This design comes from an exercise in tuning for small area, a short achievable clock period and few clock cycles on the open sky130 flow, not from production work.
At most, simulation tests tie the RTL to the original design; equivalence was not proved.
Power figures rest on the tool's default switching activity, not on a simulated workload.

==> inputs of run a <==
==> flow/design.v (excerpt) <==
module txfec (
    input  wire        clk,
    input  wire        rst_n,       
    input  wire        cmd_valid,
    output wire        cmd_ready,
    input  wire [31:0] cmd,
    output wire        rsp_valid,
    input  wire        rsp_ready,
    output wire [3:0]  rsp_st,
    output wire [31:0] rsp_res
);
export LEC_CHECK = 0
export CAP_MARGIN = 20
export CORE_MARGIN = 2
export CORE_UTILIZATION = 50
export CTS_CLUSTER_DIAMETER = 70
export CTS_CLUSTER_SIZE = 25
export SLEW_MARGIN = 20
create_clock -name core_clock -period 24.0 [get_ports {clk}]
standard.sh (not shown) runs the stock make flow with config.mk's settings and CLKGATE_MAP_FILE= SYNTH_SCRIPT=/design/flow/synth_recipe.tcl, a recipe that flattens the netlist after the stock synthesis.
==> flow/flow/run.sh <==
#!/bin/bash
# The standard layout, with the port buffers made of buf_4 cells instead of
# the slow delay buffer buffer_ports picks by default.
set -euo pipefail
export BUFFER_PORTS_ARGS="-buffer_cell sky130_fd_sc_hd__buf_4"
bash standard.sh > standard.log 2>&1
==> run b (differences from run a) <==
--- a/flow/design.v
+++ b/flow/design.v
@@ -350,18 +350,18 @@
     txfec_cnt u_cnt_sync  (.clk(clk), .clr(cnt_clr), .inc(t_sync), .c(cnt_sync));
     txfec_cnt u_cnt_disc  (.clk(clk), .clr(cnt_clr), .inc(t_sync || (tsb_go && hunt && !b47)), .c(cnt_disc));
     txfec_cnt u_cnt_tei   (.clk(clk), .clr(cnt_clr), .inc(pkt_end && f_tei), .c(cnt_tei));
     txfec_cnt u_cnt_cc    (.clk(clk), .clr(cnt_clr), .inc(pkt_end && f_ccerr), .c(cnt_cc));
     txfec_cnt u_cnt_pkt   (.clk(clk), .clr(cnt_clr), .inc(pkt_end), .c(cnt_pkt));
     txfec_cnt u_cnt_ill   (.clk(clk), .clr(cnt_clr), .inc(c_go && !legal), .c(cnt_ill));
-    reg [33:0] q0, q1;
+    reg [35:0] q0, q1;
     reg        qe, rv;
     assign c_go = c_v && !q1v;
-    wire [33:0] x = {x_st[3], x_st[0], x_res};
+    wire [35:0] x = {x_st, x_res};
     assign rsp_valid = rv;
-    assign rsp_st    = {q0[33], q0[33], q0[33], q0[32]};
+    assign rsp_st    = q0[35:32];
     assign rsp_res   = q0[31:0];
     always @(posedge clk) begin
         q0 <= rsp_ready ? (q1v ? q1 : x) : (qe ? x : q0);
         q1 <= q1v ? q1 : x;
     end
     wire pop     = rsp_ready && !qe;
- CAP_MARGIN: 20 -> 30
- CTS_CLUSTER_SIZE: 25 -> 20
- SLEW_MARGIN: 20 -> 30
==> comparison table <==
metric	run b	run a
Run status	timing/DRC/antenna clean	timing/DRC/antenna clean
Die Y	421 microns	421 microns
Detail Placement HPWL	280000 microns	264000 microns
Register-to-register path setup slack	17.97 ns	17.89 ns
Area of all sequential standard cells	58100 sq um	58000 sq um
Multi-input gate share of the layout cell area	0.284	0.285
Routed length on met3	65800 microns	62400 microns
Antenna diode instance count	27	32
Sw Pwr	1.84 mW	1.70 mW
Maximum clock rate	161 MHz	160 MHz
Worst slew margin relative to its limit	0.204	0.100
Number of buffers created by CTS	142	132
Placed Instance Area	91700 sq um	91400 sq um
Worst-case hold path end point	q1[3]	dv_q[5]
Worst setup path endpoint	rsp_res[4]	rsp_st[1]
Design area	96700 sq um	96100 sq um
Testbench counts of run a, summed over its fixed seeds: cycles 32,921.
Testbench counts of run b, summed over its fixed seeds: cycles 32,921.


==> build 30 <==
txfec, a different RTL version from the one above (not shown whole).
==> flow/config.mk <==
export PLATFORM = sky130hd
export DESIGN_NAME = txfec
export DESIGN_NICKNAME = txfec
export VERILOG_FILES = /design/flow/design.v
export SDC_FILE = /design/flow/constraint.sdc
export NUM_CORES = 4
export LEC_CHECK = 0
export CAP_MARGIN = 20
export CORE_MARGIN = 2
export CORE_UTILIZATION = 40
export SLEW_MARGIN = 20
==> flow/constraint.sdc <==
create_clock -name core_clock -period 24.0 [get_ports {clk}]
set_input_delay 4.8000 -clock core_clock [delete_from_list [all_inputs] [get_ports {clk}]]
set_output_delay 4.8000 -clock core_clock [all_outputs]
set_load 0.01 [all_outputs]
run.sh (not shown) runs the stock make flow with config.mk's settings and CLKGATE_MAP_FILE= SYNTH_SCRIPT=/design/flow/synth_recipe.tcl, a recipe that flattens the netlist after the stock synthesis.
Stock flow here: none of the scripts above is used.
==> inputs of trial 23, as changes to build 30 <==
--- a/flow/design.v
+++ b/flow/design.v
@@ -72,18 +72,42 @@
     localparam [3:0] EV_DISCARD  = 4'h5;
     localparam [3:0] EV_RESYNC   = 4'h6;
     localparam [7:0] SYNC_BYTE = 8'h47;
     reg [31:0] c_q;
     reg        c_v;
     reg        rdy;
     assign cmd_ready = rdy;
     wire acc = cmd_valid && rdy;
+    wire c_go;
+    reg q1v;
+    reg [11:0] ra_hi;
+    reg [15:0] ra_lo;
+    reg [7:0]  op_q;          
+    integer di;
     always @(posedge clk)
-        c_q <= cmd;
+        if (!(c_v && q1v)) begin
+            c_q <= cmd;
+            for (di = 0; di < 12; di = di + 1)
+                ra_hi[di] <= (cmd[23:20] == di + 4);
+            for (di = 0; di < 16; di = di + 1)
+                ra_lo[di] <= (cmd[19:16] == di);
+            op_q[0] <= (cmd[31:28] == 4'h1) && (cmd[27:8]  == 20'd0);   
+            op_q[1] <= (cmd[31:28] == 4'h2) && (cmd[27:8]  == 20'd0);   
+            op_q[2] <= (cmd[31:28] == 4'h3) && (cmd[27:16] == 12'd0);   
+            op_q[3] <= (cmd[31:28] == 4'h4) && (cmd[27:24] == 4'd0);    
+            op_q[4] <= (cmd[31:28] == 4'h5) && (cmd[27:8]  == 20'd0);   
+            op_q[5] <= (cmd[31:28] == 4'h6) && (cmd[27:8]  == 20'd0);   
+            op_q[6] <= (cmd[31:28] == 4'h8) && (cmd[27:24] == 4'd0) &&
+                       (cmd[15:0] == 16'd0);                           
+            op_q[7] <= (cmd[31:28] == 4'h9) && (cmd[27:24] == 4'd0);    
+        end
+    reg rst_q;
+    always @(posedge clk)
+        rst_q <= rst_n;
     reg        cfg_m2ts, cfg_piden;
     reg [12:0] tpid;
     reg [7:0]  k;             
     reg        hunt;
     reg        ccv;
     reg [3:0]  ccl;
     reg        hdr_v;         
     reg [27:0] hdr;           
@@ -91,30 +115,27 @@
     reg [8:0]  pcr_ext;
     reg        pcrv;
     reg [26:0] pcrms;         
     wire [31:0] cnt_h84, cnt_h2418, cnt_par, cnt_sync, cnt_disc;
     wire [31:0] cnt_tei, cnt_cc, cnt_pkt, cnt_ill;
     reg [5:0]  dv_n;          
     reg [6:0]  dv_r;          
     reg [26:0] dv_q;          
-    wire [3:0]  op   = c_q[31:28];
     wire [7:0]  b    = c_q[7:0];
     wire [7:0]  addr = c_q[23:16];
     wire [15:0] val  = c_q[15:0];
-    wire z27_8  = (c_q[27:8]  == 20'd0);
-    wire z27_24 = (c_q[27:24] == 4'd0);
-    wire is_brev  = (op == 4'h1) && z27_8;
-    wire is_h84   = (op == 4'h2) && z27_8;
-    wire is_h84a  = (op == 4'h3) && (c_q[27:16] == 12'd0);
-    wire is_h2418 = (op == 4'h4) && z27_24;
-    wire is_par   = (op == 4'h5) && z27_8;
-    wire is_tsb   = (op == 4'h6) && z27_8;
-    wire is_rd    = (op == 4'h8) && z27_24 && (c_q[15:0] == 16'd0);
-    wire is_wr    = (op == 4'h9) && z27_24;
+    wire is_brev  = op_q[0];
+    wire is_h84   = op_q[1];
+    wire is_h84a  = op_q[2];
+    wire is_h2418 = op_q[3];
+    wire is_par   = op_q[4];
+    wire is_tsb   = op_q[5];
+    wire is_rd    = op_q[6];
+    wire is_wr    = op_q[7];
     wire legal    = is_brev || is_h84 || is_h84a || is_h2418 || is_par ||
                     is_tsb || is_rd || is_wr;
     wire b47 = (b == SYNC_BYTE);
     wire a_cfg   = (addr == 8'h00);
     wire a_tpid  = (addr == 8'h01);
     wire a_ctrl  = (addr == 8'h02);
     wire [7:0] brev_b = {b[0], b[1], b[2], b[3], b[4], b[5], b[6], b[7]};
     wire [7:0] lut0, lut1;
@@ -132,27 +153,30 @@
     txfec_h2418 u_h2418 (
         .w(c_q[23:0]), .payload(h24_payload), .unc(h24_unc), .cor(h24_cor), .test(h24_test)
     );
     wire perr = ~^b;    
     wire [6:0] par_ch = perr ? 7'h20 : b[6:0];
     wire k_pfx  = (k[7:2] == 6'b111111);         
     wire k_zero = (k == 8'd0);                   
     wire k_last = (k == 8'd187);
-    wire tsb_go = c_v && is_tsb;
+    wire tsb_go = c_go && is_tsb;
     wire [187:0] k_hot;
     wire [187:0] a_hot;
     wire [8*188-1:0] pkt_flat;
     genvar gk;
     generate
-        for (gk = 0; gk < 188; gk = gk + 1) begin : g_pkt
+        assign k_hot[0] = (k == 8'd0);
+        assign a_hot[0] = ra_hi[0] && ra_lo[0];
+        assign pkt_flat[7:0] = SYNC_BYTE;
+        for (gk = 1; gk < 188; gk = gk + 1) begin : g_pkt
             reg [7:0] q;
             assign k_hot[gk] = (k == gk);
-            assign a_hot[gk] = (addr == gk + 64);
-            wire we = tsb_go && k_hot[gk] && (gk != 0 || b47);
+            assign a_hot[gk] = ra_hi[gk / 16] && ra_lo[gk % 16];
+            wire we = tsb_go && k_hot[gk];
             always @(posedge clk)
                 if (we)
                     q <= b;
             assign pkt_flat[gk*8 +: 8] = q;
         end
     endgenerate
     reg [7:0] pkt_rd;
     integer ri;
@@ -179,17 +203,17 @@
     wire [8:0]  new_ext  = {pkt_flat[10*8], pkt_flat[11*8 +: 8]};
     wire [27:0] hdr_word = {f_pcrf, f_afdisc, f_ccerr, f_match,
                             h3[4], f_af, h3[7:6], f_tei, h1[5], h1[6], f_cc, f_pid};
     wire        dv_bit = new_base[dv_n - 6'd1];
     wire [7:0]  dv_t   = {dv_r, dv_bit};
     wire        dv_ge  = (dv_t >= 8'd90);
     wire [7:0]  dv_s   = dv_t - 8'd90;
     wire [7:0] idx = cfg_m2ts ? k + 8'd4 : k;
-    wire a_pkt = (addr >= 8'h40) && (addr <= 8'hFB);
+    wire a_pkt = (addr >= 8'h40) && (addr <= 8'hFB);    
     wire [31:0] rd_val =
           ({32{a_cfg}}           & {30'd0, cfg_piden, cfg_m2ts})
         | ({32{a_tpid}}          & {19'd0, tpid})
         | ({32{addr == 8'h04}}   & {23'd0, hunt, idx})
         | ({32{addr == 8'h05}}   & {23'd0, ccv, 4'd0, ccl})
         | ({32{addr == 8'h06}}   & {2'd0, hdr_v, hdr_v, hdr})
         | ({32{addr == 8'h07}}   & pcr_base[31:0])
         | ({32{addr == 8'h08}}   & {pcrv, 6'd0, pcr_ext, 15'd0, pcr_base[32]})
@@ -223,23 +247,23 @@
         | ({32{is_par}}   & {23'd0, perr, 1'b0, par_ch})
         | ({32{is_tsb}}   & tsb_res)
         | ({32{is_rd}}    & rd_val);
     wire x_code = (is_h84 && unc0) || (is_h84a && (unc0 || unc1)) ||
                   (is_h2418 && h24_unc) || (is_par && perr);
     wire x_reg  = (is_rd && !rd_ok) || (is_wr && wr_err);
     wire [3:0] x_st = !legal ? ST_ILLEGAL : x_reg ? ST_REGERR :
                       x_code ? ST_CODEERR : ST_OK;
-    wire wr_go   = c_v && is_wr;
+    wire wr_go   = c_go && is_wr;
     wire srst    = wr_go && a_ctrl && val[0];
     wire cfg_ok  = wr_go && a_cfg && !cfg_refuse;
     wire tpid_ok = wr_go && a_tpid && (val[15:13] == 3'd0);
     wire pkt_end = tsb_go && !hunt && k_last;
     always @(posedge clk) begin
-        if (!rst_n) begin
+        if (!rst_q) begin
             cfg_m2ts  <= 1'b0;
             cfg_piden <= 1'b0;
             tpid      <= 13'd0;
             k         <= 8'd0;
             hunt      <= 1'b0;
             ccv       <= 1'b0;
             ccl       <= 4'd0;
             hdr_v     <= 1'b0;
@@ -311,52 +335,57 @@
                 hdr      <= 28'd0;
                 pcr_base <= 33'd0;
                 pcr_ext  <= 9'd0;
                 pcrv     <= 1'b0;
                 pcrms    <= 27'd0;
             end
         end
     end
-    wire cnt_clr = !rst_n || (wr_go && a_ctrl && val[1]);
+    wire cnt_clr = !rst_q || (wr_go && a_ctrl && val[1]);
     wire t_sync  = tsb_go && !hunt && k_zero && !b47;
     txfec_cnt2 u_cnt_h84 (.clk(clk), .clr(cnt_clr),
-        .inc1(c_v && ((is_h84 && unc0) || (is_h84a && (unc0 ^ unc1)))),
-        .inc2(c_v && is_h84a && unc0 && unc1), .c(cnt_h84));
-    txfec_cnt u_cnt_h2418 (.clk(clk), .clr(cnt_clr), .inc(c_v && is_h2418 && h24_unc), .c(cnt_h2418));
-    txfec_cnt u_cnt_par   (.clk(clk), .clr(cnt_clr), .inc(c_v && is_par && perr), .c(cnt_par));
+        .inc1(c_go && ((is_h84 && unc0) || (is_h84a && (unc0 ^ unc1)))),
+        .inc2(c_go && is_h84a && unc0 && unc1), .c(cnt_h84));
+    txfec_cnt u_cnt_h2418 (.clk(clk), .clr(cnt_clr), .inc(c_go && is_h2418 && h24_unc), .c(cnt_h2418));
+    txfec_cnt u_cnt_par   (.clk(clk), .clr(cnt_clr), .inc(c_go && is_par && perr), .c(cnt_par));
     txfec_cnt u_cnt_sync  (.clk(clk), .clr(cnt_clr), .inc(t_sync), .c(cnt_sync));
     txfec_cnt u_cnt_disc  (.clk(clk), .clr(cnt_clr), .inc(t_sync || (tsb_go && hunt && !b47)), .c(cnt_disc));
     txfec_cnt u_cnt_tei   (.clk(clk), .clr(cnt_clr), .inc(pkt_end && f_tei), .c(cnt_tei));
     txfec_cnt u_cnt_cc    (.clk(clk), .clr(cnt_clr), .inc(pkt_end && f_ccerr), .c(cnt_cc));
     txfec_cnt u_cnt_pkt   (.clk(clk), .clr(cnt_clr), .inc(pkt_end), .c(cnt_pkt));
-    txfec_cnt u_cnt_ill   (.clk(clk), .clr(cnt_clr), .inc(c_v && !legal), .c(cnt_ill));
-    reg [35:0] q0, q1, q2;
-    reg [2:0]  qv;
+    txfec_cnt u_cnt_ill   (.clk(clk), .clr(cnt_clr), .inc(c_go && !legal), .c(cnt_ill));
+    reg [35:0] q0, q1;
+    reg        qe, rv;
+    assign c_go = c_v && !q1v;
     wire [35:0] x = {x_st, x_res};
-    assign rsp_valid = qv[0];
+    assign rsp_valid = rv;
     assign rsp_st    = q0[35:32];
     assign rsp_res   = q0[31:0];
     always @(posedge clk) begin
-        q0 <= rsp_ready ? (qv[1] ? q1 : x) : (qv[0] ? q0 : x);
-        q1 <= rsp_ready ? (qv[2] ? q2 : x) : (qv[1] ? q1 : x);
-        q2 <= qv[2] ? q2 : x;
+        q0 <= rsp_ready ? (q1v ? q1 : x) : (qe ? x : q0);
+        q1 <= q1v ? q1 : x;
     end
-    wire       pop = rsp_ready && qv[0];
-    wire [2:0] qv_next = (c_v && !pop) ? {qv[1:0], 1'b1} :
-                         (pop && !c_v) ? {1'b0, qv[2:1]} : qv;
+    wire pop     = rsp_ready && !qe;
+    wire n0      = c_go || (!qe && !pop) || q1v;
+    wire n1      = (c_go && !qe && !pop) || (q1v && !pop);
+    wire cv_next = acc || (c_v && q1v);
     always @(posedge clk) begin
         if (!rst_n) begin
             c_v <= 1'b0;
             rdy <= 1'b1;
-            qv  <= 3'd0;
+            q1v <= 1'b0;
+            qe  <= 1'b1;
+            rv  <= 1'b0;
         end else begin
-            c_v <= acc;
-            qv  <= qv_next;
-            rdy <= !(qv_next[2] || (qv_next[1] && acc));
+            c_v <= cv_next;
+            q1v <= n1;
+            qe  <= !n0;
+            rv  <= n0;
+            rdy <= !(cv_next && n1);
         end
     end
 endmodule
 module txfec_cnt (
     input  wire        clk,
     input  wire        clr,
     input  wire        inc,
     output reg  [31:0] c
==> flow/flow/run.sh (new file) <==
#!/bin/bash
# The standard layout, with the port buffers made of buf_4 cells instead of
# the slow delay buffer buffer_ports picks by default.
set -euo pipefail
export BUFFER_PORTS_ARGS="-buffer_cell sky130_fd_sc_hd__buf_4"
bash standard.sh > standard.log 2>&1
==> flow/standard.sh (new file) <==
#!/bin/bash
# synth_recipe.tcl (not shown) runs the flow's synth.tcl, then flattens the netlist and writes it again
# the make line also repeats each setting of config.mk as NAME=value (left out here)
make -C /OpenROAD-flow-scripts/flow DESIGN_CONFIG=/design/flow/config.mk WORK_HOME=/design/flow/orfs CLKGATE_MAP_FILE= SYNTH_SCRIPT=/design/flow/synth_recipe.tcl "${@:-finish}"
Settings changed: CAP_MARGIN 20 to 25, CORE_UTILIZATION 40 to 50, CTS_CLUSTER_DIAMETER set to 70, CTS_CLUSTER_SIZE set to 20, SLEW_MARGIN 20 to 25.
removed: flow/run.sh
==> inputs of trial 64, as changes to build 30 <==
--- a/flow/design.v
+++ b/flow/design.v
@@ -72,18 +72,32 @@
     localparam [3:0] EV_DISCARD  = 4'h5;
     localparam [3:0] EV_RESYNC   = 4'h6;
     localparam [7:0] SYNC_BYTE = 8'h47;
     reg [31:0] c_q;
     reg        c_v;
     reg        rdy;
     assign cmd_ready = rdy;
     wire acc = cmd_valid && rdy;
+    wire c_go;
+    reg q1v;
+    reg [11:0] ra_hi;
+    reg [15:0] ra_lo;
+    integer di;
     always @(posedge clk)
-        c_q <= cmd;
+        if (!(c_v && q1v)) begin
+            c_q <= cmd;
+            for (di = 0; di < 12; di = di + 1)
+                ra_hi[di] <= (cmd[23:20] == di + 4);
+            for (di = 0; di < 16; di = di + 1)
+                ra_lo[di] <= (cmd[19:16] == di);
+        end
+    reg rst_q;
+    always @(posedge clk)
+        rst_q <= rst_n;
     reg        cfg_m2ts, cfg_piden;
     reg [12:0] tpid;
     reg [7:0]  k;             
     reg        hunt;
     reg        ccv;
     reg [3:0]  ccl;
     reg        hdr_v;         
     reg [27:0] hdr;           
@@ -132,27 +146,30 @@
     txfec_h2418 u_h2418 (
         .w(c_q[23:0]), .payload(h24_payload), .unc(h24_unc), .cor(h24_cor), .test(h24_test)
     );
     wire perr = ~^b;    
     wire [6:0] par_ch = perr ? 7'h20 : b[6:0];
     wire k_pfx  = (k[7:2] == 6'b111111);         
     wire k_zero = (k == 8'd0);                   
     wire k_last = (k == 8'd187);
-    wire tsb_go = c_v && is_tsb;
+    wire tsb_go = c_go && is_tsb;
     wire [187:0] k_hot;
     wire [187:0] a_hot;
     wire [8*188-1:0] pkt_flat;
     genvar gk;
     generate
-        for (gk = 0; gk < 188; gk = gk + 1) begin : g_pkt
+        assign k_hot[0] = (k == 8'd0);
+        assign a_hot[0] = ra_hi[0] && ra_lo[0];
+        assign pkt_flat[7:0] = SYNC_BYTE;
+        for (gk = 1; gk < 188; gk = gk + 1) begin : g_pkt
             reg [7:0] q;
             assign k_hot[gk] = (k == gk);
-            assign a_hot[gk] = (addr == gk + 64);
-            wire we = tsb_go && k_hot[gk] && (gk != 0 || b47);
+            assign a_hot[gk] = ra_hi[gk / 16] && ra_lo[gk % 16];
+            wire we = tsb_go && k_hot[gk];
             always @(posedge clk)
                 if (we)
                     q <= b;
             assign pkt_flat[gk*8 +: 8] = q;
         end
     endgenerate
     reg [7:0] pkt_rd;
     integer ri;
@@ -179,17 +196,17 @@
     wire [8:0]  new_ext  = {pkt_flat[10*8], pkt_flat[11*8 +: 8]};
     wire [27:0] hdr_word = {f_pcrf, f_afdisc, f_ccerr, f_match,
                             h3[4], f_af, h3[7:6], f_tei, h1[5], h1[6], f_cc, f_pid};
     wire        dv_bit = new_base[dv_n - 6'd1];
     wire [7:0]  dv_t   = {dv_r, dv_bit};
     wire        dv_ge  = (dv_t >= 8'd90);
     wire [7:0]  dv_s   = dv_t - 8'd90;
     wire [7:0] idx = cfg_m2ts ? k + 8'd4 : k;
-    wire a_pkt = (addr >= 8'h40) && (addr <= 8'hFB);
+    wire a_pkt = (addr >= 8'h40) && (addr <= 8'hFB);    
     wire [31:0] rd_val =
           ({32{a_cfg}}           & {30'd0, cfg_piden, cfg_m2ts})
         | ({32{a_tpid}}          & {19'd0, tpid})
         | ({32{addr == 8'h04}}   & {23'd0, hunt, idx})
         | ({32{addr == 8'h05}}   & {23'd0, ccv, 4'd0, ccl})
         | ({32{addr == 8'h06}}   & {2'd0, hdr_v, hdr_v, hdr})
         | ({32{addr == 8'h07}}   & pcr_base[31:0])
         | ({32{addr == 8'h08}}   & {pcrv, 6'd0, pcr_ext, 15'd0, pcr_base[32]})
@@ -223,23 +240,23 @@
         | ({32{is_par}}   & {23'd0, perr, 1'b0, par_ch})
         | ({32{is_tsb}}   & tsb_res)
         | ({32{is_rd}}    & rd_val);
     wire x_code = (is_h84 && unc0) || (is_h84a && (unc0 || unc1)) ||
                   (is_h2418 && h24_unc) || (is_par && perr);
     wire x_reg  = (is_rd && !rd_ok) || (is_wr && wr_err);
     wire [3:0] x_st = !legal ? ST_ILLEGAL : x_reg ? ST_REGERR :
                       x_code ? ST_CODEERR : ST_OK;
-    wire wr_go   = c_v && is_wr;
+    wire wr_go   = c_go && is_wr;
     wire srst    = wr_go && a_ctrl && val[0];
     wire cfg_ok  = wr_go && a_cfg && !cfg_refuse;
     wire tpid_ok = wr_go && a_tpid && (val[15:13] == 3'd0);
     wire pkt_end = tsb_go && !hunt && k_last;
     always @(posedge clk) begin
-        if (!rst_n) begin
+        if (!rst_q) begin
             cfg_m2ts  <= 1'b0;
             cfg_piden <= 1'b0;
             tpid      <= 13'd0;
             k         <= 8'd0;
             hunt      <= 1'b0;
             ccv       <= 1'b0;
             ccl       <= 4'd0;
             hdr_v     <= 1'b0;
@@ -311,52 +328,57 @@
                 hdr      <= 28'd0;
                 pcr_base <= 33'd0;
                 pcr_ext  <= 9'd0;
                 pcrv     <= 1'b0;
                 pcrms    <= 27'd0;
             end
         end
     end
-    wire cnt_clr = !rst_n || (wr_go && a_ctrl && val[1]);
+    wire cnt_clr = !rst_q || (wr_go && a_ctrl && val[1]);
     wire t_sync  = tsb_go && !hunt && k_zero && !b47;
     txfec_cnt2 u_cnt_h84 (.clk(clk), .clr(cnt_clr),
-        .inc1(c_v && ((is_h84 && unc0) || (is_h84a && (unc0 ^ unc1)))),
-        .inc2(c_v && is_h84a && unc0 && unc1), .c(cnt_h84));
-    txfec_cnt u_cnt_h2418 (.clk(clk), .clr(cnt_clr), .inc(c_v && is_h2418 && h24_unc), .c(cnt_h2418));
-    txfec_cnt u_cnt_par   (.clk(clk), .clr(cnt_clr), .inc(c_v && is_par && perr), .c(cnt_par));
+        .inc1(c_go && ((is_h84 && unc0) || (is_h84a && (unc0 ^ unc1)))),
+        .inc2(c_go && is_h84a && unc0 && unc1), .c(cnt_h84));
+    txfec_cnt u_cnt_h2418 (.clk(clk), .clr(cnt_clr), .inc(c_go && is_h2418 && h24_unc), .c(cnt_h2418));
+    txfec_cnt u_cnt_par   (.clk(clk), .clr(cnt_clr), .inc(c_go && is_par && perr), .c(cnt_par));
     txfec_cnt u_cnt_sync  (.clk(clk), .clr(cnt_clr), .inc(t_sync), .c(cnt_sync));
     txfec_cnt u_cnt_disc  (.clk(clk), .clr(cnt_clr), .inc(t_sync || (tsb_go && hunt && !b47)), .c(cnt_disc));
     txfec_cnt u_cnt_tei   (.clk(clk), .clr(cnt_clr), .inc(pkt_end && f_tei), .c(cnt_tei));
     txfec_cnt u_cnt_cc    (.clk(clk), .clr(cnt_clr), .inc(pkt_end && f_ccerr), .c(cnt_cc));
     txfec_cnt u_cnt_pkt   (.clk(clk), .clr(cnt_clr), .inc(pkt_end), .c(cnt_pkt));
-    txfec_cnt u_cnt_ill   (.clk(clk), .clr(cnt_clr), .inc(c_v && !legal), .c(cnt_ill));
-    reg [35:0] q0, q1, q2;
-    reg [2:0]  qv;
-    wire [35:0] x = {x_st, x_res};
-    assign rsp_valid = qv[0];
-    assign rsp_st    = q0[35:32];
+    txfec_cnt u_cnt_ill   (.clk(clk), .clr(cnt_clr), .inc(c_go && !legal), .c(cnt_ill));
+    reg [33:0] q0, q1;
+    reg        qe, rv;
+    assign c_go = c_v && !q1v;
+    wire [33:0] x = {x_st[3], x_st[0], x_res};
+    assign rsp_valid = rv;
+    assign rsp_st    = {q0[33], q0[33], q0[33], q0[32]};
     assign rsp_res   = q0[31:0];
     always @(posedge clk) begin
-        q0 <= rsp_ready ? (qv[1] ? q1 : x) : (qv[0] ? q0 : x);
-        q1 <= rsp_ready ? (qv[2] ? q2 : x) : (qv[1] ? q1 : x);
-        q2 <= qv[2] ? q2 : x;
+        q0 <= rsp_ready ? (q1v ? q1 : x) : (qe ? x : q0);
+        q1 <= q1v ? q1 : x;
     end
-    wire       pop = rsp_ready && qv[0];
-    wire [2:0] qv_next = (c_v && !pop) ? {qv[1:0], 1'b1} :
-                         (pop && !c_v) ? {1'b0, qv[2:1]} : qv;
+    wire pop     = rsp_ready && !qe;
+    wire n0      = c_go || (!qe && !pop) || q1v;
+    wire n1      = (c_go && !qe && !pop) || (q1v && !pop);
+    wire cv_next = acc || (c_v && q1v);
     always @(posedge clk) begin
         if (!rst_n) begin
             c_v <= 1'b0;
             rdy <= 1'b1;
-            qv  <= 3'd0;
+            q1v <= 1'b0;
+            qe  <= 1'b1;
+            rv  <= 1'b0;
         end else begin
-            c_v <= acc;
-            qv  <= qv_next;
-            rdy <= !(qv_next[2] || (qv_next[1] && acc));
+            c_v <= cv_next;
+            q1v <= n1;
+            qe  <= !n0;
+            rv  <= n0;
+            rdy <= !(cv_next && n1);
         end
     end
 endmodule
 module txfec_cnt (
     input  wire        clk,
     input  wire        clr,
     input  wire        inc,
     output reg  [31:0] c
==> flow/flow/run.sh (new file) <==
#!/bin/bash
# The standard layout, with the port buffers made of buf_4 cells instead of
# the slow delay buffer buffer_ports picks by default.
set -euo pipefail
export BUFFER_PORTS_ARGS="-buffer_cell sky130_fd_sc_hd__buf_4"
bash standard.sh > standard.log 2>&1
==> flow/standard.sh (new file) <==
#!/bin/bash
# synth_recipe.tcl (not shown) runs the flow's synth.tcl, then flattens the netlist and writes it again
# the make line also repeats each setting of config.mk as NAME=value (left out here)
make -C /OpenROAD-flow-scripts/flow DESIGN_CONFIG=/design/flow/config.mk WORK_HOME=/design/flow/orfs CLKGATE_MAP_FILE= SYNTH_SCRIPT=/design/flow/synth_recipe.tcl "${@:-finish}"
Settings changed: CORE_UTILIZATION 40 to 50.
removed: flow/run.sh
==> results.cfg <==
[synth]
synthAdderAreaFrac_pct = 0.389

[route]
drtIter0Drc = 14011

[power]
p_seq_mw = 3.99
power_frac_clock_pct = 35.4
internal_power_mw = 5.33

[timing]
period_needed_ns = 6.21

[status]
status = complete, no violations
The numbers above come from trial 23.

==> results.cfg <==
[status]
status = complete, no violations

[clock_network]
clkSinkCount = 2105
cts-root-buf = clkbuf_16

[timing]
fin_skew_ns = 0.133
period_needed_ns = 7.34

[power]
internal_power_mw = 6.11
power_frac_clock_pct = 43.6

[synth]
synthAdderAreaFrac_pct = 0.516
yosys-mux-area-fraction_pct = 1.15

[critical_path]
r2r_end = q1[7]$_DFF_P_

[route]
wl_met1_microns = 157000

[final_layout]
top_register = g_pkt.q
The numbers above come from build 30.

==> results.cfg <==
[route]
drtIter0Drc = 14379

[status]
status = complete, no violations

[power]
power_frac_clock_pct = 42.4
internal_power_mw = 6.01
p_seq_mw = 3.98

[synth]
synthAdderAreaFrac_pct = 0.490

[timing]
period_needed_ns = 6.26
The numbers above come from trial 64.

Testbench counts of trial 23, summed over its fixed seeds: cycles 32,921.
Testbench counts of trial 64, summed over its fixed seeds: cycles 32,921.
No functional check of the RTL was part of build 30.

[re-timing with driven ports]
No port has a modelled driver above. Below, the same layouts with a new extraction and two added sets of constraints.
Step 1 sets driving cells, clkbuf_16 on the clock port and buf_2 on the other inputs (assumed; they add their load-dependent delay and slew).
Step 2 also shifts input and output timing later by t, the mid clock arrival at the registers, as if the neighbouring blocks saw the same clock.
Slacks: no drivers / after step 1 / after step 2; pairs: no drivers / after step 1.
run	t (ns)	setup slack, ns	worst setup path at the end	worst slew at a driven data input, ns
run a	0.957	17.740 / 17.639 / 17.629	input to register	0.04
run b	0.939	17.794 / 17.693 / 17.278	input to register	0.52
build 30	0.984	16.662 / 16.662 / 16.007	input to register	0.06
trial 23	0.944	17.792 / 17.690 / 17.659	input to register	0.50
trial 64	0.978	17.740 / 17.636 / 17.865	register to register	0.06
After both steps setup and hold are still met in every run listed. For build 30, which loses most, drivers alone change the setup slack by 0.000 ns; drivers and shift together by -0.655 ns.
